Context: an optimization exercise on an open-source flow, tuned for small area. The choices shown serve that exercise and are no tape-out recipe.
Only simulation tests tie the RTL to the original design; equivalence was not proved.
Power is estimated from default activity; no workload was simulated.

File: design/flow/run.sh
#!/bin/bash
# synth_recipe.tcl (not shown) runs the flow's synth.tcl, then flattens the netlist and writes it again
# the make line also repeats each setting of config.mk as NAME=value (left out here)
make -C /OpenROAD-flow-scripts/flow DESIGN_CONFIG=/design/flow/config.mk WORK_HOME=/design/flow/orfs CLKGATE_MAP_FILE= SYNTH_SCRIPT=/design/flow/synth_recipe.tcl finish
File: design/flow/config.mk
export PLATFORM = sky130hd
export DESIGN_NAME = qspi_core
export DESIGN_NICKNAME = qspi_core
export VERILOG_FILES = /design/flow/design.v
export SDC_FILE = /design/flow/constraint.sdc
export NUM_CORES = 4
export LEC_CHECK = 0
export CAP_MARGIN = 20
export CORE_AREA = 10 10 430 430
export DIE_AREA = 0 0 440 440
export SLEW_MARGIN = 20
File: design/flow/constraint.sdc
create_clock -name core_clock -period 5.0 [get_ports {clk}]
set_input_delay 1.0000 -clock core_clock [delete_from_list [all_inputs] [get_ports {clk}]]
set_output_delay 1.0000 -clock core_clock [all_outputs]
set_load 0.01 [all_outputs]
File: design/flow/design.v
module qspi_core (
    input  wire           clk,
    input  wire           rst,
    input  wire           cs_raw,
    input  wire           clk_raw,
    input  wire [3:0]     dq_in,
    output wire [3:0]     dq_out,
    output wire           dq_oe,
    output wire           dir_out,
    input  wire [7:0]     p_valid,
    input  wire [1023:0]  p_pkt,
    input  wire [39:0]    p_bc,
    output wire [7:0]     ack,
    output wire [127:0]   pkt_out,
    output wire [4:0]     bc_out,
    output wire [3:0]     flags_out,
    output wire [7:0]     valid,
    input  wire [7:0]     p_ready,
    output wire           rx_ready
);
    reg cs_ff0, cs_ff1, cs_prev;
    reg clk_ff0, clk_ff1, clk_prev;
    always @(posedge clk) begin
        if (rst) begin
            cs_ff0   <= 1'b1;
            cs_ff1   <= 1'b1;
            cs_prev  <= 1'b1;
            clk_ff0  <= 1'b0;
            clk_ff1  <= 1'b0;
            clk_prev <= 1'b0;
        end else begin
            cs_ff0   <= cs_raw;
            cs_ff1   <= cs_ff0;
            cs_prev  <= cs_ff1;
            clk_ff0  <= clk_raw;
            clk_ff1  <= clk_ff0;
            clk_prev <= clk_ff1;
        end
    end
    wire cs_s     = cs_ff1;
    wire cs_fall  =  cs_prev & ~cs_ff1;
    wire cs_rise  = ~cs_prev &  cs_ff1;
    wire clk_rise = ~clk_prev &  clk_ff1;
    wire clk_fall =  clk_prev & ~clk_ff1;
    reg [5:0] rx_cnt;
    always @(posedge clk) begin
        if (rst | cs_s)
            rx_cnt <= 6'd0;
        else if (clk_rise)
            rx_cnt <= rx_cnt + 1'b1;
    end
    assign rx_ready = (rx_cnt == 6'd32);
    localparam [3:0] S_START  = 4'd0,
                     S_IDLE   = 4'd1,
                     S_OK     = 4'd2,
                     S_WSD1   = 4'd3,
                     S_WSD2   = 4'd4,
                     S_RECV   = 4'd5,
                     S_HSH    = 4'd6,
                     S_WTXN   = 4'd7,
                     S_SEVT   = 4'd8,
                     S_SNEVT  = 4'd9,
                     S_PEVT   = 4'd10,
                     S_SDATA  = 4'd11,
                     S_SEND   = 4'd12;
    reg [3:0]   fsm;
    reg [2:0]   evt_id;
    reg [127:0] pk;
    reg [127:0] buf_q;
    reg [3:0]   nib;
    reg [3:0]   bc_q;
    wire st_wsd2  = (fsm == S_WSD2);
    wire st_recv  = (fsm == S_RECV);
    wire st_hsh   = (fsm == S_HSH);
    wire st_wtxn  = (fsm == S_WTXN);
    wire st_snevt = (fsm == S_SNEVT);
    wire st_pevt  = (fsm == S_PEVT);
    wire st_sdata = (fsm == S_SDATA);
    wire st_send  = (fsm == S_SEND);
    wire st_wsd   = (fsm == S_WSD1) | st_wsd2;
    reg       any_valid;
    reg [2:0] poll_id;
    integer i;
    always @(*) begin
        any_valid = 1'b0;
        poll_id   = 3'd0;
        for (i = 7; i >= 0; i = i - 1) begin
            if (p_valid[i]) begin
                any_valid = 1'b1;
                poll_id   = i[2:0];
            end
        end
    end
    wire [2:0] dest_id   = pk[126:124];
    wire       ready_eff = p_ready[dest_id];
    always @(posedge clk) begin
        if (rst) begin
            fsm <= S_START;
        end else begin
            case (fsm)
                S_START: fsm <= S_IDLE;
                S_IDLE: begin
                    if (cs_fall)        fsm <= S_OK;
                    else if (any_valid) fsm <= S_SEVT;
                end
                S_OK:    if (cs_rise) fsm <= S_WSD1;
                S_WSD1:  fsm <= cs_fall ? S_RECV : S_WSD2;
                S_WSD2:  if (cs_fall) fsm <= S_RECV;
                S_RECV:  if (cs_rise) fsm <= S_HSH;
                S_HSH:   if (ready_eff) fsm <= S_WTXN;
                S_WTXN:  if (cs_rise) fsm <= S_IDLE;
                S_SEVT:  if (cs_fall) fsm <= S_SNEVT;
                S_SNEVT: if (cs_rise) fsm <= S_PEVT;
                S_PEVT:  fsm <= S_SDATA;
                S_SDATA: if (cs_fall) fsm <= S_SEND;
                S_SEND:  if (cs_rise) fsm <= S_IDLE;
                default: fsm <= S_IDLE;
            endcase
        end
    end
    always @(posedge clk) begin
        if ((fsm == S_IDLE) & ~cs_fall & any_valid)
            evt_id <= poll_id;
    end
    wire [127:0] evt_pkt = p_pkt[evt_id*128 +: 128];
    wire [127:0] evt_rev;
    genvar g;
    generate
        for (g = 0; g < 32; g = g + 1) begin : g_rev
            assign evt_rev[4*g +: 4] = evt_pkt[4*(31-g) +: 4];
        end
    endgenerate
    wire rx_sh = st_recv & clk_rise;
    wire tx_sh = st_send & clk_fall;
    always @(posedge clk) begin
        if (st_pevt)
            buf_q <= evt_rev;
        else if (st_wsd)
            buf_q <= 128'd0;
        else if (rx_sh)
            buf_q <= {dq_in, buf_q[127:4]};
        else if (tx_sh)
            buf_q <= {4'd0, buf_q[127:4]};
    end
    always @(posedge clk) begin
        if (rst) begin
            pk   <= 128'd0;
            bc_q <= 4'd0;
        end else if (st_recv & cs_rise) begin
            pk   <= buf_q;
            bc_q <= rx_cnt[4:1] - 1'b1;
        end
    end
    always @(posedge clk) begin
        if (rst)
            nib <= 4'd0;
        else if (st_sdata)
            nib <= buf_q[11:8];
    end
    wire [3:0] evt_bc = p_bc[evt_id*5 +: 4];
    wire [3:0] hdr_hi = st_snevt ? evt_bc : 4'hF;
    wire [3:0] hdr_lo = st_snevt ? {1'b0, evt_id} : ((st_hsh | st_wtxn) ? 4'hF : 4'h0);
    wire [1:0] rc     = rx_cnt[1:0];
    wire       k0     = (rc == 2'd0) | ((rc == 2'd1) & clk_prev);
    wire       k2     = (rc == 2'd2) & ~clk_prev;
    wire [3:0] hdr_nib = k0 ? hdr_hi : (k2 ? nib : hdr_lo);
    assign dq_out  = cs_prev ? 4'd0 : (st_send ? buf_q[3:0] : hdr_nib);
    assign dq_oe   = ~(st_wsd2 | st_recv);
    assign dir_out = fsm[3];
    assign pkt_out   = pk;
    assign flags_out = pk[123:120];
    assign bc_out    = {1'b0, bc_q};
    generate
        for (g = 0; g < 8; g = g + 1) begin : g_slot
            assign valid[g] = st_hsh & (dest_id == g);
            assign ack[g]   = st_pevt & (evt_id == g);
        end
    endgenerate
endmodule
==> flow_summary.ini, run 1 <==
[run_status]
status = complete, no violations

[layout]
most-common-layout-cells = clkdlybuf4s50_1 (1237), nand2_1 (287), mux4_2 (265), dfxtp_1 (152), a21oi_1 (142)
fin_nets = 3789
final_cells = 5114
drive_above_1_share = 0.1421
area_growth_pct = 90.86
stdcell_area_sq_mm = 0.03479
final_common_cell = clkdlybuf4s50_1
post-route-util = 0.1980

[timing]
rsz0062_at_grt = false
clock.fmax_mhz = 225.3
hold_violations = 0
max_slew_margin = 0.3813
worst_pin_slew_ns = 0.9281
final_max_slew_viol_count = 0
setup_ws_ns = 0.5614
fin_skew_ns = 0.02629
fin_crit_ns = 4.439
setup_viol = 0
setup_tns_ns = 0
finalCritPeriodShare = 0.8877
hold_ws_ns = 0.4077

[min_path]
min_path_type = flip-flop to flip-flop

[synth]
ys_seq_area_frac = 0.3828
ys_types = 50
synth_edf_count = 131
avgSynthCellArea_sq_um = 11.81
syn_area_sq_mm = 0.01823
synth_flop_cell = dfxtp_1
synth.net_count = 2638
synth-seq-cells = 283
ys_warn_count = 1
ys_async_sr_fraction = 0
syn_inst = 1544

[global_routing]
overflow = 0
grt_pass1_wl_microns = 217000
grt_pass1_vias = 20550
grt_max_degree = 110
gr-usage-all-layers = 0.1701
grt_antenna_before_repair = 138

[placement]
place.detailed.hpwl_microns = 148300
post-place-cells = 4990
dp_slack_ns = 1.117
gp_congestion = 0.9463
port_buffers = 1238
detailed_place.area_sq_mm = 0.03320

[critical_path]
cp_data_arrival_time_ns = 3.44
r2r_slack_ns = 1.63
r2r-end = buf_q[5]
cp-endpoint = ack[3]
cp.required_ns = 4.00
crit_type = flip-flop to output pin
worst-path-max-fanout = 66
r2r-start = fsm[3]
critPathLaunchType = flip-flop
reg2reg_depth = 6
end_kind = output pin
crit_path_start = fsm[3]

[power]
total_power_mw = 11.13
power_density_mw_per_mm2 = 320.0
peakVddDrop_uv = 202.7
power.leakage_nw = 11.41

[clock_tree]
cts_htree_levels = 2
clkLatencyLatePin_ns = 0.62
postCtsSetupBuffers = 0
root_buffer = clkbuf_16
tritoncts = built
hold_buffers = 0
cts_buffers = 43
cts_sinks = 283
clkSlewWorstSetupHoldPaths_ns = 0.06
cts_buffer_depth = 3
post_cts_resize_count = 0

[floorplan]
die_h_microns = 440
die_w_microns = 440
rows = 154
coreArea_sq_mm = 0.1757
top_level_ports = 1248
initial_core_util = 0.1037
dieArea_sq_mm = 0.1936

[detailed_routing]
vias = 20120
viasPerCell = 3.934
dr.pass1.iters = 6
avgRoutedWirePerCell_microns = 34.23
drcViolationCount = 0
drt_iter0_drc = 2096
drt-total-wl_microns = 175000
ant_nets = 0

[flow_run]
drv_cap = 0
-- cell type report --
class	count	area, sq um
inverters	133	499.2
clock inverters	18	175.2
fillers	19220	140900
repair buffers	1268	12740
diodes	44	110.1
clock buffers	62	1304
flip-flops and latches	283	6977
well taps	2340	2928
multi-input cells	966	10050
-- layer usage --
layer	vias up	part of all wire	global-route usage
met5	-	0.0022	0
met4	64	0.028	0.04975
met3	273	0.11	0.06577
met2	1115	0.53	0.3112
met1	10210	0.34	0.1793
li1	8457	-	-
-- where the power goes --
part	switching [mW]	leakage (nW)	internal (mW)
combinational	2.05	8.26	2.46
sequential	0.418	2.42	2.91
clock	1.36	0.732	1.93
-- Yosys cell counts (2+ instances only) --
library cell  number  share of area
nand2_1          287          0.059
mux4_2           265           0.33
dfxtp_1          152           0.17
a21oi_1          142          0.039
inv_1            132          0.027
edfxtp_1         131           0.22
a222oi_1         124          0.068
clkbuf_1          77          0.016
buf_2             59          0.016
nor2_1            34         0.0070
buf_1             14         0.0029
mux2i_1           12         0.0066
nor3_1            12         0.0033
nand2b_1           9         0.0031
buf_4              7         0.0029
nor2b_1            7         0.0024
nor4_1             7         0.0024
o21ai_0            7         0.0019
ha_1               6         0.0041
xnor2_1            6         0.0029
buf_6              5         0.0031
a211oi_1           4         0.0016
a22oi_1            4         0.0016
and3_1             4         0.0014
a31oi_1            3         0.0010
nand3_1            3        0.00082
o221a_2            3         0.0019
or2_2              3         0.0010
o22ai_1            2        0.00069
or3_1              2        0.00069
xor2_1             2        0.00096
-- registers in the layout (all words and copies together) (netlist names) --
| register | count |
|---|---|
| cs_ff0 | 1 |
| clk_prev | 1 |
| bc_q | 4 |
| evt_id | 3 |
| nib | 4 |
| pk | 128 |
| clk_ff1 | 1 |
| fsm | 4 |
| cs_prev | 1 |
| buf_q | 128 |
| cs_ff1 | 1 |
| clk_ff0 | 1 |
| rx_cnt | 6 |
-- critical path: stages (launching register included) --
cell	delay, ns
dfxtp_1	0.67
inv_2	0.20
nor4_2	0.62
buf_12	0.42
and3_1	0.23
clkdlybuf4s50_1	0.55
-- worst min-delay path by stage --
stage | cells past startpoint | startpoint | endpoint | slack, ns
finish | 1 | cs_ff0 | cs_ff1 | 0.41
detailed placement | 1 | cs_ff0 | cs_ff1 | 0.39
global placement | 1 | cs_ff0 | cs_ff1 | 0.40
global route | 1 | cs_ff0 | cs_ff1 | 0.44
CTS | 1 | cs_ff0 | cs_ff1 | 0.41
floorplan | 1 | cs_ff0 | cs_ff1 | 0.39
-- logic make-up (layout without fill, tap and decap cells) --
logic type / after synthesis / count (layout) / share of synthesized area
AND/OR/NAND/NOR: 375 / 375 / 0.08457
AO/OA/AOI/OAI: 298 / 298 / 0.1213
buffers and inverters: 295 / 1481 / 0.06830
flip-flops: 283 / 283 / 0.3828
multiplexers: 277 / 277 / 0.3340
XOR/XNOR: 9 / 9 / 0.004737
adder cells (fa/ha/maj): 6 / 6 / 0.004119
other: 1 / 45 / 0.0002057
==> run 2: changes to the inputs <==
--- a/design/flow/design.v
+++ b/design/flow/design.v
@@ -122,34 +122,46 @@
         if ((fsm == S_IDLE) & ~cs_fall & any_valid)
             evt_id <= poll_id;
     end
-    wire [127:0] evt_pkt = p_pkt[evt_id*128 +: 128];
-    wire [127:0] evt_rev;
+    wire [7:0] ld;
     genvar g;
     generate
-        for (g = 0; g < 32; g = g + 1) begin : g_rev
-            assign evt_rev[4*g +: 4] = evt_pkt[4*(31-g) +: 4];
+        for (g = 0; g < 8; g = g + 1) begin : g_ld
+            assign ld[g] = st_pevt & (evt_id == g);
         end
     endgenerate
-    wire rx_sh = st_recv & clk_rise;
-    wire tx_sh = st_send & clk_fall;
-    always @(posedge clk) begin
-        if (st_pevt)
-            buf_q <= evt_rev;
-        else if (st_wsd)
-            buf_q <= 128'd0;
-        else if (rx_sh)
-            buf_q <= {dq_in, buf_q[127:4]};
-        else if (tx_sh)
-            buf_q <= {4'd0, buf_q[127:4]};
-    end
-    always @(posedge clk) begin
-        if (rst) begin
-            pk   <= 128'd0;
+    wire rx_sh  = st_recv & clk_rise;
+    wire tx_sh  = st_send & clk_fall;
+    wire b_sh   = rx_sh | tx_sh;
+    wire b_hold = ~(b_sh | st_pevt | st_wsd);
+    wire [127:0] b_in = {dq_in & {4{rx_sh}}, buf_q[127:4]};
+    wire a_ld   = st_recv & cs_rise & ~rst;
+    wire a_hold = ~(st_recv & cs_rise) & ~rst;
+    wire [127:0] b_d, a_d;
+    generate
+        for (g = 0; g < 128; g = g + 1) begin : g_bit
+            wire [7:0] pb;
+            wire y0, y1, y2, y3;
+            assign pb = {p_pkt[7*128 + 4*(31-g/4) + g%4], p_pkt[6*128 + 4*(31-g/4) + g%4],
+                         p_pkt[5*128 + 4*(31-g/4) + g%4], p_pkt[4*128 + 4*(31-g/4) + g%4],
+                         p_pkt[3*128 + 4*(31-g/4) + g%4], p_pkt[2*128 + 4*(31-g/4) + g%4],
+                         p_pkt[1*128 + 4*(31-g/4) + g%4], p_pkt[0*128 + 4*(31-g/4) + g%4]};
+            qspi_aoi222 u_y0 (.a1(ld[0]), .a2(pb[0]), .b1(ld[1]), .b2(pb[1]), .c1(ld[2]), .c2(pb[2]), .y(y0));
+            qspi_aoi222 u_y1 (.a1(ld[3]), .a2(pb[3]), .b1(ld[4]), .b2(pb[4]), .c1(ld[5]), .c2(pb[5]), .y(y1));
+            qspi_aoi222 u_y2 (.a1(ld[6]), .a2(pb[6]), .b1(ld[7]), .b2(pb[7]), .c1(b_sh), .c2(b_in[g]), .y(y2));
+            qspi_nand2  u_y3 (.a(b_hold), .b(buf_q[g]), .y(y3));
+            qspi_nand4  u_d  (.a(y0), .b(y1), .c(y2), .d(y3), .y(b_d[g]));
+            qspi_ao22   u_a  (.a1(a_ld), .a2(buf_q[g]), .b1(a_hold), .b2(pk[g]), .y(a_d[g]));
+        end
+    endgenerate
+    always @(posedge clk) begin
+        buf_q <= b_d;
+        pk    <= a_d;
+    end
+    always @(posedge clk) begin
+        if (rst)
             bc_q <= 4'd0;
-        end else if (st_recv & cs_rise) begin
-            pk   <= buf_q;
+        else if (st_recv & cs_rise)
             bc_q <= rx_cnt[4:1] - 1'b1;
-        end
     end
     always @(posedge clk) begin
         if (rst)
@@ -173,7 +185,19 @@
     generate
         for (g = 0; g < 8; g = g + 1) begin : g_slot
             assign valid[g] = st_hsh & (dest_id == g);
-            assign ack[g]   = st_pevt & (evt_id == g);
+            assign ack[g]   = ld[g];
         end
     endgenerate
 endmodule
+module qspi_aoi222 (input wire a1, a2, b1, b2, c1, c2, output wire y);
+    assign y = ~((a1 & a2) | (b1 & b2) | (c1 & c2));
+endmodule
+module qspi_ao22 (input wire a1, a2, b1, b2, output wire y);
+    assign y = (a1 & a2) | (b1 & b2);
+endmodule
+module qspi_nand2 (input wire a, b, output wire y);
+    assign y = ~(a & b);
+endmodule
+module qspi_nand4 (input wire a, b, c, d, output wire y);
+    assign y = ~(a & b & c & d);
+endmodule
--- a/design/flow/config.mk
+++ b/design/flow/config.mk
@@ -9,3 +9,5 @@
 export CORE_AREA = 10 10 430 430
 export DIE_AREA = 0 0 440 440
 export SLEW_MARGIN = 20
+export SYNTH_HIERARCHICAL = 1
+export SYNTH_MINIMUM_KEEP_SIZE = 0
==> flow_summary.ini, run 2 <==
[clock_tree]
clkLatencyLatePin_ns = 0.62
tritoncts = built
cts_htree_levels = 2
postCtsSetupBuffers = 0
hold_buffers = 0
cts_sinks = 283
post_cts_resize_count = 0
root_buffer = clkbuf_16
cts_buffer_depth = 3
cts_buffers = 42
clkSlewWorstSetupHoldPaths_ns = 0.06

[detailed_routing]
vias = 22060
ant_nets = 0
avgRoutedWirePerCell_microns = 39.16
viasPerCell = 4.382
dr.pass1.iters = 10
drcViolationCount = 0
drt-total-wl_microns = 197200
drt_iter0_drc = 4070

[synth]
synth.net_count = 2379
synth-seq-cells = 283
synth.area.top_cells = dfxtp_1 (42%), a222oi_1 (28%), a22o_1 (8.3%), nand4_1 (6.0%), nand2_1 (4.0%)
syn_inst = 1285
ys_warn_count = 7
syn_area_sq_mm = 0.01350
synth_edf_count = 3
yosys.area.top_type = dfxtp_1
yosysMostFrequentCell = a222oi_1
ys_async_sr_fraction = 0
avgSynthCellArea_sq_um = 10.50
synth_top_area_frac = 0.4154
ys_types = 49
ys_seq_area_frac = 0.4220
synth_common_cells = a222oi_1 (384), dfxtp_1 (280), nand2_1 (144)
synth_flop_cell = dfxtp_1

[min_path]
min_path_type = flip-flop to flip-flop
hold_start = cs_ff0
worst_hold_path.num_cells = 1
min_to = cs_ff1

[power]
power.leakage_nw = 10.37
peakVddDrop_uv = 201.0
power_density_mw_per_mm2 = 295.4

[global_routing]
grt_pass1_vias = 20770
grt_antenna_before_repair = 211
overflow = 0
grt_pass1_wl_microns = 239200
gr-usage-all-layers = 0.1896
grt_max_degree = 129

[critical_path]
worst-path-max-fanout = 8
end_kind = output pin
cp_data_arrival_time_ns = 3.40
critPathLaunchType = flip-flop
r2r-start = fsm[0]
r2r-end = buf_q[81]
reg2reg_depth = 9
crit_type = flip-flop to output pin
r2r_slack_ns = 1.47
cp.required_ns = 4.00

[floorplan]
initial_core_util = 0.07680
coreArea_sq_mm = 0.1757
rows = 154
die_h_microns = 440
die_w_microns = 440
top_level_ports = 1248
dieArea_sq_mm = 0.1936

[layout]
fillers = 19560
reg.largest.list = buf_q (128), pk (128), rx_cnt (6)
final_common_cell = clkdlybuf4s50_1
drive_above_1_share = 0.06359
fin_nets = 3705
area_growth_pct = 130.3
most-common-layout-cells = clkdlybuf4s50_1 (1238), a222oi_1 (384), dfxtp_1 (280), nand2_1 (144), nand4_1 (130)

[placement]
gp_congestion = 0.9900
port_buffers = 1238
place.detailed.hpwl_microns = 167600

[timing]
setup_viol = 0
max_slew_margin = 0.1173
hold_violations = 0
clock.fmax_mhz = 227.1
finalCritPeriodShare = 0.8806
fin_skew_ns = 0.03415
rsz0062_at_grt = false
hold_ws_ns = 0.4164
final_max_slew_viol_count = 0
setup_tns_ns = 0
fin_crit_ns = 4.403
worst_pin_slew_ns = 1.324

[flow_run]
drv_cap = 0

[run_status]
status = complete, no violations
[run 2: changes by cell type after synthesis, sizes merged, moves of 67 or more]
cell,previous run,this run
dfxtp,152,280
a222oi,124,384
nand4,1,130
a21oi,143,14
edfxtp,131,3
inv,133,6
a22o,0,128
clkbuf,77,10
nand2,287,144
mux4,265,10
buf,85,14
[run 2: modules after synthesis, one instance, submodules excluded]
module | area [sq um] | copies in the design | flip-flops and latches | cells inside
qspi_nand2 | 3.754 | 128 | 0 | 1
qspi_ao22 | 8.758 | 128 | 0 | 1
qspi_aoi222 | 10.01 | 384 | 0 | 1
qspi_core | 7249 | 1 | 283 | 517
qspi_nand4 | 6.256 | 128 | 0 | 1
[run 2: power breakdown]
part / internal [mW] / switching, mW / leakage (nW)
combinational: 1.26 / 0.927 / 7.34
sequential: 2.79 / 0.816 / 2.31
clock: 2.03 / 1.36 / 0.727
[run 2: cells by family after synthesis]
kind of cell,count (synthesis),share of synthesized area
AO/OA/AOI/OAI,551,0.3867
XOR/XNOR,9,0.005841
adder cells (fa/ha/maj),6,0.005563
buffers and inverters,30,0.01066
flip-flops,283,0.4220
multiplexers,18,0.02262
other,1,0.0002779
AND/OR/NAND/NOR,387,0.1463
[run 2: critical path, stage by stage, from the launching register on]
cell             delay [ns]
edfxtp_1               0.92
buf_4                  0.34
mux4_2                 0.52
mux2i_1                0.21
nand2_1                0.09
nand3_1                0.09
a21oi_1                0.09
clkdlybuf4s50_1        0.54
[run 2: per-stage QoR]
step	power, mW	instance area [sq um]	worst slack (ns)	instances	utilization
after detailed placement	5.811	29420	0.8613	4904	0.1674
after floorplan	3.981	13550	0.2085	1285	-
after global placement	5.779	29380	0.8344	4895	0.1672
after CTS	9.294	30910	0.4912	4979	0.1759
after global routing	9.557	31000	0.4291	5000	0.1764
final	9.184	31090	0.5969	5035	0.1769
[run 2: per-layer routing]
metal / global-route usage / share of wire
met5: 0 / 0.0028
met4: 0.05873 / 0.034
met3: 0.08011 / 0.11
met2: 0.3332 / 0.50
met1: 0.2054 / 0.35
[run 2: worst max path at each step]
| stage | startpoint | to | cells past startpoint |
|---|---|---|---|
| final | evt_id[0] | dq_out[0] | 7 |
| after global routing | evt_id[0] | dq_out[0] | 7 |
| after CTS | evt_id[0] | dq_out[0] | 7 |
| after global placement | p_bc[33] | dq_out[3] | 7 |
| after detailed placement | p_bc[33] | dq_out[3] | 7 |
| after floorplan | fsm[1] | ack[1] | 4 |
[run 2: cell type report]
type	instances	area, sq um	area share
timing repair buffer	1306	13070	0.4203
multi-input combinational	972	7755	0.2495
sequential	283	5695	0.1832
tap	2340	2928	0.09418
clock buffer	56	1185	0.03812
clock inverter	19	302.8	0.009740
antenna	53	132.6	0.004266
inverter	6	22.52	0.0007245
==> run 3: changes to the inputs <==
==> design/flow/flow/run.sh (new file) <==
#!/bin/bash
# Layout flow: the standard ORFS flow, with the port buffers made of
# the smallest buffer cell instead of the resizer's default choice.
set -euo pipefail
export BUFFER_PORTS_ARGS="-buffer_cell sky130_fd_sc_hd__buf_1"
bash standard.sh finish > standard_flow.log 2>&1
==> design/flow/standard.sh (new file) <==
#!/bin/bash
# synth_recipe.tcl (not shown) runs the flow's synth.tcl, then flattens the netlist and writes it again
# the make line also repeats each setting of config.mk as NAME=value (left out here)
make -C /OpenROAD-flow-scripts/flow DESIGN_CONFIG=/design/flow/config.mk WORK_HOME=/design/flow/orfs CLKGATE_MAP_FILE= SYNTH_SCRIPT=/design/flow/synth_recipe.tcl "${@:-finish}"
removed: design/flow/run.sh
==> flow_summary.ini, run 3 <==
[detailed_routing]
viasPerCell = 4.421
drt-total-wl_microns = 193500
ant_nets = 0
drt_iter0_drc = 4177
vias = 22380
avgRoutedWirePerCell_microns = 38.22
drcViolationCount = 0
dr.pass1.iters = 11

[clock_tree]
cts_buffers = 43
cts_htree_levels = 2
cts_buffer_depth = 3
hold_buffers = 0
tritoncts = built
post_cts_resize_count = 0
postCtsSetupBuffers = 0
clkSlewWorstSetupHoldPaths_ns = 0.05
clkLatencyLatePin_ns = 0.66
root_buffer = clkbuf_16
cts_sinks = 283

[placement]
gp_congestion = 1.069
port_buffers = 1238
detailed_place.area_sq_mm = 0.02180
place.detailed.hpwl_microns = 166300
dp_slack_ns = 1.149

[critical_path]
reg2reg_depth = 6
r2r-end = buf_q[106]
crit_type = flip-flop to output pin
r2r_slack_ns = 1.24
worst-path-max-fanout = 20
cp.required_ns = 4.00
critPathLaunchType = flip-flop
r2r-start = fsm[3]
end_kind = output pin
cp_data_arrival_time_ns = 3.42

[synth]
synth.net_count = 2379
syn_inst = 1285
synth_fa_ha_area_frac = 0.005563
synth-xor-area-share = 0.005841
synth_edf_count = 3
avgSynthCellArea_sq_um = 10.50
synth_top_family_by_area = compound AO/OA/AOI/OAI gates
yosysMostFrequentCell = a222oi_1
synth-seq-cells = 283
synth_top_area_frac = 0.4154
synth_simple_gate_area_frac = 0.1463
ys_async_sr_fraction = 0
ys_warn_count = 7
ys_types = 49
synth_compound_area_frac = 0.3867
synth_common_cells = a222oi_1 (384), dfxtp_1 (280), nand2_1 (144)
ys_seq_area_frac = 0.4220
yosys.area.top_type = dfxtp_1
synth.area.top_cells = dfxtp_1 (42%), a222oi_1 (28%), a22o_1 (8.3%), nand4_1 (6.0%), nand2_1 (4.0%)
synth_flop_cell = dfxtp_1
synth_mux_area_frac = 0.02262
syn_area_sq_mm = 0.01350

[floorplan]
coreArea_sq_mm = 0.1757
initial_core_util = 0.07680
dieArea_sq_mm = 0.1936
rows = 154
die_h_microns = 440
top_level_ports = 1248
die_w_microns = 440

[timing]
worst_pin_slew_ns = 1.255
finalCritPeriodShare = 0.8847
setup_viol = 0
fin_crit_ns = 4.423
fin_skew_ns = 0.02946
clock.fmax_mhz = 226.1
hold_violations = 0
setup_tns_ns = 0
max_slew_margin = 0.1633
final_max_slew_viol_count = 0
setup_ws_ns = 0.5767
rsz0062_at_grt = false

[flow_run]
drv_cap = 0

[min_path]
hold_start = cs_ff0
worst_hold_path.num_cells = 1
min_to = cs_ff1
min_path_type = flip-flop to flip-flop

[power]
power.leakage_nw = 7.099
peakVddDrop_uv = 208.8
power_density_mw_per_mm2 = 362.4

[layout]
stdcell_area_sq_mm = 0.02348
fin_nets = 3711
reg.largest.list = buf_q (128), pk (128), rx_cnt (6)
final_common_cell = buf_1
area_growth_pct = 73.98
drive_above_1_share = 0.06752
most-common-layout-cells = buf_1 (1238), a222oi_1 (384), dfxtp_1 (280), nand2_1 (144), nand4_1 (130)

[global_routing]
grt_max_degree = 94
gr-usage-all-layers = 0.1855
grt_pass1_wl_microns = 233600
grt_pass1_vias = 20600
grt_antenna_before_repair = 215
overflow = 0

[run_status]
status = complete, no violations
-- run 3: cell counts after synthesis --
No cell type changed its count.
-- run 3: logic make-up after synthesis --
kind of cell,Yosys count
AOI/OAI and AO/OA,551
xor gates and xnor gates,9
adders and majority gates,6
buffers and inverters,30
DFF,283
muxes,18
other,1
and+or+nand+nor,387
-- run 3: layer usage --
layer / wire (microns) / track usage / up-vias
li1: - / - / 8885
met1: 67720 / 0.2027 / 11070
met2: 96940 / 0.3262 / 1921
met3: 22110 / 0.07639 / 422
met4: 6127 / 0.05590 / 88
met5: 605 / 0 / -
-- run 3: cell type report --
type | count | area (sq um)
inverter | 6 | 22.52
sequential | 283 | 5695
clock buffer | 55 | 1202
fill | 20390 | 152300
multi-input combinational | 972 | 7755
antenna | 72 | 180.2
timing repair buffer | 1311 | 5425
clock inverter | 24 | 270.3
tap | 2340 | 2928
-- run 3: power breakdown --
part           internal, mW  switching, mW  total, mW
Combinational         0.672          0.878       1.55
Sequential             2.79          0.866       3.65
Clock                  1.89           1.42       3.30
Total                  5.35           3.16       8.51
-- run 3: worst max-delay path, stage by stage, from the launching register on --
cell      delay, ns
dfxtp_1        0.73
nor2b_1        0.43
nand4b_1       0.64
nor3_4         0.47
buf_4          0.25
buf_1          0.25
-- run 3: per-stage QoR --
step	total power, mW	hold WS, ns	utilization	cells
2_1_floorplan	3.981	0.3895	-	1285
3_3_place_gp	5.197	0.4105	0.1238	4901
3_5_place_dp	5.226	0.4052	0.1241	4909
4_1_cts	8.641	0.4201	0.1325	4988
5_1_grt	8.895	0.4449	0.1329	5013
6_report	8.508	0.4156	0.1336	5063
-- run 3: modules after synthesis, one instance, submodules excluded --
module       area, sq um  flops+latches  cells inside  copies in the design
qspi_nand2         3.754              0             1                   128
qspi_ao22          8.758              0             1                   128
qspi_core           7249            283           517                     1
qspi_nand4         6.256              0             1                   128
qspi_aoi222        10.01              0             1                   384
-- run 3: worst max path at each step --
stage	startpoint	end	cells past startpoint
floorplan	fsm[1]	ack[1]	4
global placement	fsm[1]	ack[7]	4
detailed placement	fsm[1]	ack[7]	4
CTS	fsm[1]	ack[7]	4
global route	fsm[1]	ack[7]	4
finish	fsm[1]	ack[4]	5
==> run 4: changes to the inputs <==
--- a/design/flow/config.mk
+++ b/design/flow/config.mk
@@ -5,9 +5,10 @@
 export SDC_FILE = /design/flow/constraint.sdc
 export NUM_CORES = 4
 export LEC_CHECK = 0
-export CAP_MARGIN = 20
+export CAP_MARGIN = 10
 export CORE_AREA = 10 10 430 430
+export CTS_BUF_LIST = sky130_fd_sc_hd__clkbuf_4
 export DIE_AREA = 0 0 440 440
-export SLEW_MARGIN = 20
+export SLEW_MARGIN = 10
 export SYNTH_HIERARCHICAL = 1
 export SYNTH_MINIMUM_KEEP_SIZE = 0
==> flow_summary.ini, run 4 <==
[flow_run]
drv_cap = 0

[synth]
syn_inst = 1285
synth.area.top_cells = dfxtp_1 (42%), a222oi_1 (28%), a22o_1 (8.3%), nand4_1 (6.0%), nand2_1 (4.0%)
synth-xor-area-share = 0.005841
ys_types = 49
avgSynthCellArea_sq_um = 10.50
synth_common_cells = a222oi_1 (384), dfxtp_1 (280), nand2_1 (144)
synth_edf_count = 3
synth.net_count = 2379
ys_warn_count = 7
synth_fa_ha_area_frac = 0.005563
synth_flop_cell = dfxtp_1
syn_area_sq_mm = 0.01350
synth_simple_gate_area_frac = 0.1463
ys_async_sr_fraction = 0
synth_mux_area_frac = 0.02262
yosys.area.top_type = dfxtp_1
ys_seq_area_frac = 0.4220
synth_compound_area_frac = 0.3867
synth_top_family_by_area = compound AO/OA/AOI/OAI gates
synth-seq-cells = 283
synth_top_area_frac = 0.4154
yosysMostFrequentCell = a222oi_1

[layout]
drive_above_1_share = 0.08674
reg.largest.list = buf_q (128), pk (128), rx_cnt (6)
area_growth_pct = 81.11
fin_nets = 3883
most-common-layout-cells = buf_1 (1237), a222oi_1 (384), dfxtp_1 (280), nand2_1 (144), clkbuf_4 (138)
post-route-util = 0.1391
final_common_cell = buf_1

[critical_path]
cp_num_cells = 4
crit_family = simple AND/OR/NAND/NOR gates
cp_data_arrival_time_ns = 3.62
r2r-start = fsm[1]
path_buf_inv = 1
crit_path_max_incr_delay_ns = 0.73
critPathLaunchType = flip-flop
end_kind = output pin
worst-path-max-fanout = 20
cp.required_ns = 4.00
r2r_slack_ns = 0.52
crit_path_top_delay_cell = dfxtp_1
r2r-end = buf_q[6]
cp-endpoint = ack[3]
crit_type = flip-flop to output pin
crit_path_start = fsm[1]
cp_cell_sequence = nor2b_1, or3b_2, nor2_4, buf_1
reg2reg_depth = 8

[global_routing]
overflow = 0
grt_pass1_wl_microns = 235800
grt_max_degree = 94
grt_pass1_vias = 21500
grt_antenna_before_repair = 219
gr-usage-all-layers = 0.1873

[clock_tree]
cts_htree_levels = 3
clkSlewWorstSetupHoldPaths_ns = 0.06
clkLatencyLatePin_ns = 1.08
tritoncts = built
cts_buffers = 97
root_buffer = clkbuf_4
cts_sinks = 283
cts_buffer_depth = 3

[detailed_routing]
drcViolationCount = 0
ant_nets = 0
avgRoutedWirePerCell_microns = 36.98
dr.pass1.iters = 10
drt-total-wl_microns = 195000
viasPerCell = 4.390
drt_iter0_drc = 4739
vias = 23140

[min_path]
min_path_type = primary input to flip-flop

[floorplan]
die_h_microns = 440
rows = 154
initial_core_util = 0.07680
coreArea_sq_mm = 0.1757
die_w_microns = 440
top_level_ports = 1248
dieArea_sq_mm = 0.1936

[power]
total_power_mw = 8.132
power_density_mw_per_mm2 = 332.7
peakVddDrop_uv = 203.9
power.leakage_nw = 7.570

[placement]
gp_congestion = 1.069
place.detailed.hpwl_microns = 166200
port_buffers = 1238

[timing]
finalCritPeriodShare = 0.9246
rsz0062_at_grt = false
hold_violations = 0
worst_pin_slew_ns = 1.475
final_max_slew_viol_count = 0
fin_skew_ns = 0.1200
setup_viol = 0
clock.fmax_mhz = 216.3
max_slew_margin = 0.01684
setup_tns_ns = 0
fin_crit_ns = 4.623

[run_status]
status = complete, no violations
run 4: cell counts after synthesis:
No cell type changed its count.
run 4: worst min-delay path by stage:
stage	start	to	slack [ns]	cells after the start
floorplan	cs_ff0	cs_ff1	0.39	1
global placement	cs_ff0	cs_ff1	0.41	1
detailed placement	cs_ff0	cs_ff1	0.41	1
CTS	p_pkt[935]	buf_q[91]	0.001	3
global route	p_pkt[717]	buf_q[49]	0.07	3
finish	p_pkt[41]	buf_q[85]	0.20	3
run 4: worst register-to-register path, delay by kind of cell (launching register included):
family                 cells  cell delay [ns]
DFF                        1             0.73
and+or+nand+nor            4             1.58
AOI/OAI and AO/OA          1             0.35
buffers and inverters      3             1.78
run 4: metrics by stage:
step                      setup WS, ns  hold WS [ns]  area (sq um)  std cells
after detailed placement         1.169        0.4052         21770       4904
after CTS                      0.08165      0.001153         24250       5198
final                           0.3770        0.2049         24440       5272
after global placement           1.184        0.4105         21750       4901
after global routing           0.04267       0.06880         24340       5231
after floorplan                 0.2085        0.3895         13550       1285
run 4: final cells by class:
| type | instances | area [sq um] |
|---|---|---|
| multi-input cells | 972 | 7755 |
| clock buffers | 138 | 1036 |
| diodes | 73 | 182.7 |
| clock inverters | 31 | 195.2 |
| flip-flops and latches | 283 | 5695 |
| well taps | 2340 | 2928 |
| inverters | 6 | 22.52 |
| fillers | 20460 | 151300 |
| repair buffers | 1429 | 6628 |
run 4: power by group:
group          internal, mW  leakage (nW)  switching, mW
Sequential             2.79          2.31          0.861
Combinational         0.839          4.54          0.918
Clock                  1.37         0.722           1.36
Total                  4.99          7.57           3.14
run 4: Yosys stat by module (local to each module, per instance):
module       flip-flops and latches  cells
qspi_nand2                        0      1
qspi_ao22                         0      1
qspi_aoi222                       0      1
qspi_nand4                        0      1
qspi_core                       283    517
run 4: routing by layer:
metal,vias up,GRT usage,share of wire
li1,9259,-,-
met1,11340,0.2020,0.34
met2,1968,0.3283,0.50
met3,493,0.08051,0.12
met4,86,0.06018,0.036
met5,-,0,0.0028
run 4: logic make-up after synthesis:
logic type,Yosys count
and+or+nand+nor,387
other,1
DFF,283
adders and majority gates,6
buffers and inverters,30
xor gates and xnor gates,9
muxes,18
AOI/OAI and AO/OA,551
run 4: repair_timing:
item                                    CTS  global route
hold buffers                            124             0
resized for setup                         1             0
endpoints found under the hold margin    65             0
setup buffers                             1             0
endpoints found under the setup margin    5             0
==> run 5: changes to the inputs <==
--- a/design/flow/config.mk
+++ b/design/flow/config.mk
@@ -6,9 +6,9 @@
 export NUM_CORES = 4
 export LEC_CHECK = 0
 export CAP_MARGIN = 10
-export CORE_AREA = 10 10 430 430
+export CORE_AREA = 8 8 362 362
 export CTS_BUF_LIST = sky130_fd_sc_hd__clkbuf_4
-export DIE_AREA = 0 0 440 440
+export DIE_AREA = 0 0 370 370
 export SLEW_MARGIN = 10
 export SYNTH_HIERARCHICAL = 1
 export SYNTH_MINIMUM_KEEP_SIZE = 0
==> flow_summary.ini, run 5 <==
[floorplan]
top_level_ports = 1248
die_h_microns = 370
die_w_microns = 370
dieArea_sq_mm = 0.1369
initial_core_util = 0.1080
coreArea_sq_mm = 0.1249
rows = 130

[clock_tree]
tritoncts = built
postCtsSetupBuffers = 0
post_cts_resize_count = 0
cts_buffer_depth = 3
clkLatencyLatePin_ns = 1.01
cts_htree_levels = 3
hold_buffers = 0
cts_buffers = 88
clkSlewWorstSetupHoldPaths_ns = 0.09
root_buffer = clkbuf_4
cts_sinks = 283

[global_routing]
grt_pass1_vias = 21020
gr-usage-all-layers = 0.2150
overflow = 0
grt_max_degree = 129
grt_antenna_before_repair = 149
grt_pass1_wl_microns = 199200

[layout]
final_cells = 4400
most-common-layout-cells = buf_1 (1238), a222oi_1 (384), dfxtp_1 (280), nand2_1 (144), nand4_1 (130)
final_common_cell = buf_1
drive_above_1_share = 0.07947
area_growth_pct = 62.52
reg.largest.list = buf_q (128), pk (128), rx_cnt (6)
fin_nets = 3724

[timing]
worst_pin_slew_ns = 1.584
max_slew_margin = -0.05626
finalCritPeriodShare = 0.8844
rsz0062_at_grt = false
clock.fmax_mhz = 226.2
setup_tns_ns = 0
final_max_slew_viol_count = 1
fin_crit_ns = 4.422
fin_skew_ns = 0.1449
setup_viol = 0
hold_violations = 0

[synth]
ys_async_sr_fraction = 0
avgSynthCellArea_sq_um = 10.50
synth-seq-cells = 283
ys_seq_area_frac = 0.4220
synth_top_area_frac = 0.4154
syn_area_sq_mm = 0.01350
synth_common_cells = a222oi_1 (384), dfxtp_1 (280), nand2_1 (144)
yosysMostFrequentCell = a222oi_1
ys_types = 49
yosys.area.top_type = dfxtp_1
synth_edf_count = 3
synth.area.top_cells = dfxtp_1 (42%), a222oi_1 (28%), a22o_1 (8.3%), nand4_1 (6.0%), nand2_1 (4.0%)
synth.net_count = 2379
synth_flop_cell = dfxtp_1
syn_inst = 1285
ys_warn_count = 7

[power]
peakVddDrop_uv = 168.4
power.leakage_nw = 6.903
power_density_mw_per_mm2 = 349.3

[detailed_routing]
dr.pass1.iters = 14
viasPerCell = 5.042
avgRoutedWirePerCell_microns = 36.17
drcViolationCount = 0
drt-total-wl_microns = 159100
vias = 22180
ant_nets = 0
drt_iter0_drc = 4557

[min_path]
min_path_type = primary input to flip-flop

[placement]
place.detailed.hpwl_microns = 132500
post-place-cells = 4190
gp_congestion = 0.9653
port_buffers = 1238

[critical_path]
critPathLaunchType = flip-flop
crit_type = flip-flop to output pin
cp.required_ns = 4.00
worst-path-max-fanout = 20
cp_data_arrival_time_ns = 3.42
end_kind = output pin

[flow_run]
drv_cap = 0

[run_status]
status = finished with violations
so_faults = slew limit
-- run 5: kinds of logic (layout without fill, tap and decap cells) --
family / count (synthesis) / after routing / synth area share
XOR/XNOR: 9 / 9 / 0.005841
buffers and inverters: 30 / 1438 / 0.01066
AND/OR/NAND/NOR: 387 / 387 / 0.1463
other: 1 / 58 / 0.0002779
adder cells (fa/ha/maj): 6 / 6 / 0.005563
multiplexers: 18 / 18 / 0.02262
AO/OA/AOI/OAI: 551 / 551 / 0.3867
flip-flops: 283 / 283 / 0.4220
-- run 5: worst max-delay path: stages, from the launching register on --
cell     delay (ns)
dfxtp_1        0.75
nor2b_1        0.45
or3b_2         0.73
nor3_4         0.28
buf_1          0.20
-- run 5: report_power, final --
group,total (mW),internal (mW),leakage (nW),switching (mW)
Combinational,1.50,0.659,3.91,0.841
Sequential,3.60,2.79,2.31,0.812
Clock,2.56,1.31,0.685,1.25
-- run 5: final cells by class --
cell class              instances  area, sq um
diodes                         57        142.6
clock buffers                 126        945.9
clock inverters                27        201.4
fillers                     14400       103000
inverters                       6        22.52
multi-input cells             972         7755
flip-flops and latches        283         5695
well taps                    1650         2064
repair buffers               1279         5105
-- run 5: final timing paths --
path / from / endpoint / slack [ns] / depth (start not counted)
max: fsm[1] / ack[0] / 0.58 / 4
min: p_pkt[541] / buf_q[97] / 0.22 / 3
max reg2reg: fsm[1] / buf_q[93] / 1.12 / 7
min reg2reg: cs_ff0 / cs_ff1 / 0.41 / 1
-- run 5: layer usage --
metal  wire [microns]  vias up  share of wire  GRT usage
met4             6253       70          0.039    0.08342
met3            22260      360           0.14     0.1120
met5              451        -         0.0028          0
li1                 -     8922              -          -
met2            69360     1803           0.44     0.3256
met1            60830    11030           0.38     0.2564
-- run 5: through the flow --
step	util	cell area [sq um]	hold WS, ns	setup slack (ns)	power [mW]
3_3_place_gp	0.1651	20630	0.3995	1.334	5.068
2_1_floorplan	-	13550	0.3895	0.2085	3.981
6_report	0.1756	21930	0.2226	0.5782	7.661
5_1_grt	0.1748	21840	0.1513	0.3400	8.038
3_5_place_dp	0.1652	20640	0.4001	1.296	5.103
4_1_cts	0.1744	21790	0.001579	0.3731	7.727
-- run 5: modules after synthesis (local to each module, per instance) --
module       times used  flops+latches  cells inside
qspi_core             1            283           517
qspi_aoi222         384              0             1
qspi_ao22           128              0             1
qspi_nand4          128              0             1
qspi_nand2          128              0             1
==> run 6: changes to the inputs <==
--- a/design/flow/design.v
+++ b/design/flow/design.v
@@ -92,7 +92,7 @@
         end
     end
     wire [2:0] dest_id   = pk[126:124];
-    wire       ready_eff = p_ready[dest_id];
+    wire       ready_eff = |(valid & p_ready);
     always @(posedge clk) begin
         if (rst) begin
             fsm <= S_START;
@@ -122,11 +122,12 @@
         if ((fsm == S_IDLE) & ~cs_fall & any_valid)
             evt_id <= poll_id;
     end
-    wire [7:0] ld;
+    wire [7:0] evt_sel, ld;
     genvar g;
     generate
         for (g = 0; g < 8; g = g + 1) begin : g_ld
-            assign ld[g] = st_pevt & (evt_id == g);
+            assign evt_sel[g] = (evt_id == g);
+            assign ld[g]      = st_pevt & evt_sel[g];
         end
     endgenerate
     wire rx_sh  = st_recv & clk_rise;
@@ -169,7 +170,12 @@
         else if (st_sdata)
             nib <= buf_q[11:8];
     end
-    wire [3:0] evt_bc = p_bc[evt_id*5 +: 4];
+    reg  [3:0] evt_bc;
+    always @(*) begin
+        evt_bc = 4'd0;
+        for (i = 0; i < 8; i = i + 1)
+            evt_bc = evt_bc | ({4{evt_sel[i]}} & p_bc[5*i +: 4]);
+    end
     wire [3:0] hdr_hi = st_snevt ? evt_bc : 4'hF;
     wire [3:0] hdr_lo = st_snevt ? {1'b0, evt_id} : ((st_hsh | st_wtxn) ? 4'hF : 4'h0);
     wire [1:0] rc     = rx_cnt[1:0];
==> design/flow/flow/run.sh (replaced) <==
#!/bin/bash
# Layout flow: the standard ORFS flow with two changes that only save
# cell area:
#  - the port buffers are the smallest buffer cell (one per port, as the
#    standard flow places them),
#  - clock tree synthesis uses clkbuf_8 with tighter sink clusters and no
#    dummy loads.
set -euo pipefail
export BUFFER_PORTS_ARGS="-buffer_cell sky130_fd_sc_hd__buf_1"
export CTS_ARGS="-sink_clustering_enable -repair_clock_nets -dont_use_dummy_load -sink_clustering_size 15 -sink_clustering_max_diameter 80 -buf_list sky130_fd_sc_hd__clkbuf_8"
bash standard.sh finish > standard_flow.log 2>&1
==> design/flow/config.mk (replaced) <==
export PLATFORM = sky130hd
export DESIGN_NAME = qspi_core
export DESIGN_NICKNAME = qspi_core
export VERILOG_FILES = /design/flow/design.v
export SDC_FILE = /design/flow/constraint.sdc
export NUM_CORES = 4
export LEC_CHECK = 0
export CAP_MARGIN = 20
export CORE_AREA = 6 6 354 354
export DIE_AREA = 0 0 360 360
export SLEW_MARGIN = 20
export SYNTH_HIERARCHICAL = 1
export SYNTH_MINIMUM_KEEP_SIZE = 0
==> flow_summary.ini, run 6 <==
[critical_path]
crit_type = flip-flop to output pin
cp.required_ns = 4.00
crit_path_top_delay_cell = nor2_4
critPathLaunchType = flip-flop
end_kind = output pin
cp_data_arrival_time_ns = 3.43
worst-path-max-fanout = 22
r2r_slack_ns = 1.25
path_buf_inv = 1
crit_family = simple AND/OR/NAND/NOR gates
crit_path_max_incr_delay_ns = 0.87
cp_cell_sequence = nand2b_1, or3_1, nor2_4, buf_1

[clock_tree]
root_buffer = clkbuf_8
hold_buffers = 0
cts_buffer_depth = 3
post_cts_resize_count = 0
cts_htree_levels = 1
tritoncts = built
postCtsSetupBuffers = 0
clkLatencyLatePin_ns = 0.73
cts_buffers = 29
clkSlewWorstSetupHoldPaths_ns = 0.11
cts_sinks = 283

[timing]
worst_pin_slew_ns = 1.154
setup_tns_ns = 0
hold_violations = 0
final_max_slew_viol_count = 0
setup_ws_ns = 0.5750
max_slew_margin = 0.2309
rsz0062_at_grt = false
finalCritPeriodShare = 0.8850
hold_ws_ns = 0.4226
fin_crit_ns = 4.425
setup_viol = 0
fin_skew_ns = 0.05756
clock.fmax_mhz = 226.0

[floorplan]
initial_core_util = 0.1126
rows = 127
coreArea_sq_mm = 0.1200
top_level_ports = 1248
die_h_microns = 360
dieArea_sq_mm = 0.1296
die_w_microns = 360

[power]
power.leakage_nw = 6.518
power_density_mw_per_mm2 = 278.9
peakVddDrop_uv = 201.2

[detailed_routing]
drt-total-wl_microns = 161900
vias = 21750
drcViolationCount = 0
ant_nets = 0
viasPerCell = 5.081
dr.pass1.iters = 14
drt_iter0_drc = 4759
avgRoutedWirePerCell_microns = 37.81

[synth]
synth_simple_gate_area_frac = 0.1452
avgSynthCellArea_sq_um = 10.45
syn_area_sq_mm = 0.01350
ys_types = 62
synth_fa_ha_area_frac = 0.005559
synth_top_area_frac = 0.4151
ys_seq_area_frac = 0.4218
synth_compound_area_frac = 0.3929
synth-xor-area-share = 0.005837
ys_warn_count = 7
synth.net_count = 2386
synth_flop_cell = dfxtp_1
yosysMostFrequentCell = a222oi_1
synth_mux_area_frac = 0.01677
synth_top_family_by_area = compound AO/OA/AOI/OAI gates
ys_async_sr_fraction = 0
yosys.area.top_type = dfxtp_1
synth-seq-cells = 283
synth.area.top_cells = dfxtp_1 (42%), a222oi_1 (28%), a22o_1 (8.4%), nand4_1 (6.0%), nand2_1 (3.9%)
synth_edf_count = 3
synth_common_cells = a222oi_1 (384), dfxtp_1 (280), nand2_1 (142)
syn_inst = 1292

[min_path]
min_path_type = flip-flop to flip-flop

[layout]
fin_nets = 3687
final_cells = 4281
drive_above_1_share = 0.04516
most-common-layout-cells = buf_1 (1238), a222oi_1 (384), dfxtp_1 (280), nand2_1 (142)
area_growth_pct = 58.07
final_common_cell = buf_1
fillers = 13900
reg.largest.list = buf_q (128), pk (128), rx_cnt (6)

[global_routing]
grt_pass1_wl_microns = 204300
grt_antenna_before_repair = 168
grt_max_degree = 129
overflow = 0
grt_pass1_vias = 20540
gr-usage-all-layers = 0.2305

[placement]
port_buffers = 1238
dp_slack_ns = 1.317
gp_congestion = 1.006
post-place-cells = 4173
place.detailed.hpwl_microns = 136800

[flow_run]
drv_cap = 0

[run_status]
status = complete, no violations
-- run 6: changes by cell type after synthesis, moves of 3 or more --
cell,before,now
nor2b_1,16,6
mux4_2,10,4
mux2_2,0,5
a211oi_1,2,6
buf_2,7,3
inv_1,6,10
and3_1,3,0
nor2_1,44,41
nor3_1,9,12
o21ai_0,8,5
or3_1,0,3
-- run 6: final cells by class --
type	instances	area, sq um	share of cell area
Tap cell	1612	2017	0.09449
Sequential cell	283	5695	0.2668
Timing Repair Buffer	1292	5245	0.2457
Inverter	10	37.54	0.001758
Clock buffer	29	399.1	0.01870
Multi-Input combinational cell	977	7756	0.3634
Antenna cell	78	195.2	0.009144
-- run 6: cell families after synthesis --
| kind of cell | after synthesis |
|---|---|
| and+or+nand+nor | 382 |
| DFF | 283 |
| xor gates and xnor gates | 9 |
| AOI/OAI and AO/OA | 562 |
| buffers and inverters | 32 |
| muxes | 17 |
| adders and majority gates | 6 |
| other | 1 |
-- run 6: worst paths after layout --
check,from,endpoint,cells after the start
worst max register to register,fsm[3],buf_q[39],8
worst min register to register,cs_ff0,cs_ff1,1
worst max-delay path,fsm[3],ack[4],4
worst min-delay path,cs_ff0,cs_ff1,1
-- run 6: Yosys stat by module, one instance, submodules excluded --
module	flops+latches	cells	copies in the design	area, sq um
qspi_core	283	524	1	7258
qspi_nand2	0	1	128	3.754
qspi_nand4	0	1	128	6.256
qspi_aoi222	0	1	384	10.01
qspi_ao22	0	1	128	8.758
-- run 6: stage by stage --
stage               total power [mW]    util  area [sq um]
finish                         5.954  0.1779         21350
global placement               4.485  0.1728         20730
floorplan                      3.578       -         13550
CTS                            6.005  0.1762         21140
detailed placement             4.512  0.1728         20740
global route                   6.242  0.1771         21250
-- run 6: power breakdown --
part           switching [mW]  internal, mW
clock                   0.949         0.512
combinational           0.816         0.597
sequential              0.484          2.60
total                    2.25          3.70
-- run 6: layer usage --
layer | share of wire | routed length (microns) | GRT usage
met5 | 0.0023 | 378 | 0
met3 | 0.13 | 21310 | 0.1017
met1 | 0.36 | 58490 | 0.2680
met2 | 0.45 | 72590 | 0.3651
met4 | 0.056 | 9096 | 0.1078
==> run 7: changes to the inputs <==
--- a/design/flow/design.v
+++ b/design/flow/design.v
@@ -45,23 +45,23 @@
     reg [5:0] rx_cnt;
     always @(posedge clk) begin
         if (rst | cs_s)
-            rx_cnt <= 6'd0;
+            rx_cnt <= 6'd62;
         else if (clk_rise)
             rx_cnt <= rx_cnt + 1'b1;
     end
-    assign rx_ready = (rx_cnt == 6'd32);
-    localparam [3:0] S_START  = 4'd0,
-                     S_IDLE   = 4'd1,
-                     S_OK     = 4'd2,
+    assign rx_ready = (rx_cnt == 6'd30);
+    localparam [3:0] S_START  = 4'd7,
+                     S_IDLE   = 4'd0,
+                     S_OK     = 4'd1,
                      S_WSD1   = 4'd3,
-                     S_WSD2   = 4'd4,
-                     S_RECV   = 4'd5,
-                     S_HSH    = 4'd6,
-                     S_WTXN   = 4'd7,
+                     S_WSD2   = 4'd2,
+                     S_RECV   = 4'd6,
+                     S_HSH    = 4'd4,
+                     S_WTXN   = 4'd5,
                      S_SEVT   = 4'd8,
                      S_SNEVT  = 4'd9,
-                     S_PEVT   = 4'd10,
-                     S_SDATA  = 4'd11,
+                     S_PEVT   = 4'd11,
+                     S_SDATA  = 4'd10,
                      S_SEND   = 4'd12;
     reg [3:0]   fsm;
     reg [2:0]   evt_id;
@@ -162,7 +162,7 @@
         if (rst)
             bc_q <= 4'd0;
         else if (st_recv & cs_rise)
-            bc_q <= rx_cnt[4:1] - 1'b1;
+            bc_q <= rx_cnt[4:1];
     end
     always @(posedge clk) begin
         if (rst)
@@ -178,7 +178,7 @@
     end
     wire [3:0] hdr_hi = st_snevt ? evt_bc : 4'hF;
     wire [3:0] hdr_lo = st_snevt ? {1'b0, evt_id} : ((st_hsh | st_wtxn) ? 4'hF : 4'h0);
-    wire [1:0] rc     = rx_cnt[1:0];
+    wire [1:0] rc     = {~rx_cnt[1], rx_cnt[0]};   
     wire       k0     = (rc == 2'd0) | ((rc == 2'd1) & clk_prev);
     wire       k2     = (rc == 2'd2) & ~clk_prev;
     wire [3:0] hdr_nib = k0 ? hdr_hi : (k2 ? nib : hdr_lo);
==> flow_summary.ini, run 7 <==
[clock_tree]
cts_buffer_depth = 3
cts_buffers = 27
tritoncts = built
cts_sinks = 283
clkLatencyLatePin_ns = 0.74
postCtsSetupBuffers = 0
clkSlewWorstSetupHoldPaths_ns = 0.11
post_cts_resize_count = 0
root_buffer = clkbuf_8
hold_buffers = 0
cts_htree_levels = 1

[floorplan]
top_level_ports = 1248
die_h_microns = 360
initial_core_util = 0.1116
rows = 127
die_w_microns = 360
dieArea_sq_mm = 0.1296
coreArea_sq_mm = 0.1200

[critical_path]
r2r-start = fsm[1]
critPathLaunchType = flip-flop
crit_family = simple AND/OR/NAND/NOR gates
worst-path-max-fanout = 15
crit_path_start = fsm[1]
crit_path_max_incr_delay_ns = 0.83
r2r_slack_ns = 1.15
end_kind = output pin
r2r-end = buf_q[119]
cp_num_cells = 4
crit_path_top_delay_cell = nor2_4
reg2reg_depth = 6
path_buf_inv = 1
cp.required_ns = 4.00
cp_data_arrival_time_ns = 3.50
cp_cell_sequence = nor2b_1, nand4_1, nor2_4, buf_1
cp-endpoint = ack[3]
crit_type = flip-flop to output pin

[min_path]
min_path_type = flip-flop to flip-flop

[layout]
multi_input_area_sq_mm = 0.007639
drive_above_1_share = 0.03587
final_common_cell = buf_1
most-common-layout-cells = buf_1 (1238), a222oi_1 (384), dfxtp_1 (280), nand2_1 (147), nand4_1 (134)
regArea_sq_mm = 0.005695
area_growth_pct = 57.02
reg.largest.list = buf_q (128), pk (128), rx_cnt (6)
post-route-util = 0.1753
fin_nets = 3658
fillers = 13870

[synth]
synth_common_cells = a222oi_1 (384), dfxtp_1 (280), nand2_1 (147)
ys_seq_area_frac = 0.4253
syn_area_sq_mm = 0.01339
synth_edf_count = 3
yosysMostFrequentCell = a222oi_1
synth.area.top_cells = dfxtp_1 (42%), a222oi_1 (29%), a22o_1 (8.4%), nand4_1 (6.3%), nand2_1 (4.1%)
ys_types = 60
yosys.area.top_type = dfxtp_1
synth_top_area_frac = 0.4185
ys_async_sr_fraction = 0
synth.net_count = 2373
ys_warn_count = 7
avgSynthCellArea_sq_um = 10.45
synth_flop_cell = dfxtp_1
syn_inst = 1282
synth-seq-cells = 283

[timing]
rsz0062_at_grt = false
worst_pin_slew_ns = 1.229
finalCritPeriodShare = 0.8997
max_slew_margin = 0.1808
clock.fmax_mhz = 222.3
final_max_slew_viol_count = 0
setup_tns_ns = 0
fin_skew_ns = 0.08178
setup_viol = 0
fin_crit_ns = 4.498
hold_violations = 0

[placement]
gp_congestion = 0.9895
place.detailed.hpwl_microns = 136800
port_buffers = 1238

[detailed_routing]
drcViolationCount = 0
ant_nets = 0
drt-total-wl_microns = 160800
avgRoutedWirePerCell_microns = 37.89
drt_iter0_drc = 4460
viasPerCell = 5.164
dr.pass1.iters = 12
vias = 21920

[global_routing]
grt_pass1_vias = 20350
grt_pass1_wl_microns = 202600
grt_max_degree = 129
gr-usage-all-layers = 0.2284
grt_antenna_before_repair = 183
overflow = 0

[flow_run]
drv_cap = 0

[run_status]
status = complete, no violations

[power]
power.leakage_nw = 6.336
total_power_mw = 4.897
power_density_mw_per_mm2 = 232.9
peakVddDrop_uv = 302.4
[run 7: logic make-up after synthesis]
group,after synthesis,share of synthesized area
AOI/OAI and AO/OA,558,0.3937
and+or+nand+nor,389,0.1484
DFF,283,0.4253
buffers and inverters,30,0.01121
muxes,15,0.01635
adders and majority gates,3,0.002803
xor gates and xnor gates,3,0.001962
other,1,0.0002800
[run 7: worst min-delay path by stage]
stage | endpoint | depth (start not counted) | startpoint | slack (ns)
detailed placement | cs_ff1 | 1 | cs_ff0 | 0.40
finish | cs_ff1 | 1 | cs_ff0 | 0.44
global placement | cs_ff1 | 1 | cs_ff0 | 0.40
floorplan | cs_ff1 | 1 | cs_ff0 | 0.39
CTS | cs_ff0 | 2 | cs_raw | 0.39
global route | cs_ff0 | 2 | cs_raw | 0.43
[run 7: area by class of cell]
cell class              count  area share
inverters                   9    0.001606
well taps                1612     0.09591
flip-flops and latches    283      0.2708
clock buffers              27     0.01767
repair buffers           1277      0.2426
multi-input cells         969      0.3632
diodes                     68    0.008092
[run 7: metrics by stage]
stage / worst slack, ns / cells / area [sq um] / hold slack, ns
after floorplan: 0.4010 / 1282 / 13440 / 0.3895
after global placement: 1.079 / 4149 / 20480 / 0.3995
after detailed placement: 1.003 / 4149 / 20480 / 0.4030
after CTS: 0.3283 / 4176 / 20850 / 0.3934
after global routing: 0.2594 / 4206 / 20930 / 0.4328
final: 0.5017 / 4245 / 21030 / 0.4372
[run 7: power by group]
| group | total (mW) | switching [mW] | internal (mW) |
|---|---|---|---|
| combinational | 1.08 | 0.735 | 0.343 |
| clock | 1.40 | 0.925 | 0.477 |
| sequential | 2.42 | 0.110 | 2.31 |
| total | 4.90 | 1.77 | 3.13 |
[run 7: metal layers]
layer / up-vias / routed length, microns / track usage
li1: 8724 / - / -
met4: 82 / 7510 / 0.09272
met1: 10820 / 58290 / 0.2642
met2: 1909 / 72750 / 0.3638
met3: 385 / 21760 / 0.1098
met5: - / 532 / 0
[run 7: modules after synthesis (local to each module, per instance)]
module | flip-flops and latches | cell area (sq um)
qspi_aoi222 | 0 | 10.01
qspi_nand4 | 0 | 6.256
qspi_ao22 | 0 | 8.758
qspi_nand2 | 0 | 3.754
qspi_core | 283 | 7147

-- afterwards: timing with drivers on the ports --
No port has a modelled driver above. Below, the same layouts with a new extraction and two added sets of constraints.
Step 1, drivers: a clkbuf_16 drives clk and a buf_2 each remaining input, both assumed.
Step 2, shift: input delay + t, output delay - t, t = (earliest + latest rising clock arrival at the registers) / 2. This alone moves slack from input paths to output paths.
Slacks: ideal ports / drivers / drivers and shift; pairs: ideal ports / drivers.
run	t, ns	slack for setup (ns)	hold slack, ns	worst slew at a driven data input, ns
run 1	0.694	0.561 / 0.472 / 0.970	0.408 / 0.408 / 0.408	0.31
run 2	0.699	0.597 / 0.501 / 0.895	0.416 / 0.416 / 0.416	0.38
run 3	0.732	0.577 / 0.489 / 1.222	0.416 / 0.416 / 0.416	0.39
run 4	1.111	0.377 / 0.286 / 0.522	0.205 / 0.149 / 0.420	0.35
run 5	0.998	0.578 / 0.517 / 1.117	0.223 / 0.223 / 0.414	0.31
run 6	0.778	0.575 / 0.500 / 1.252	0.423 / 0.423 / 0.423	0.37
run 7	0.758	0.502 / 0.434 / 1.146	0.437 / 0.435 / 0.437	0.30
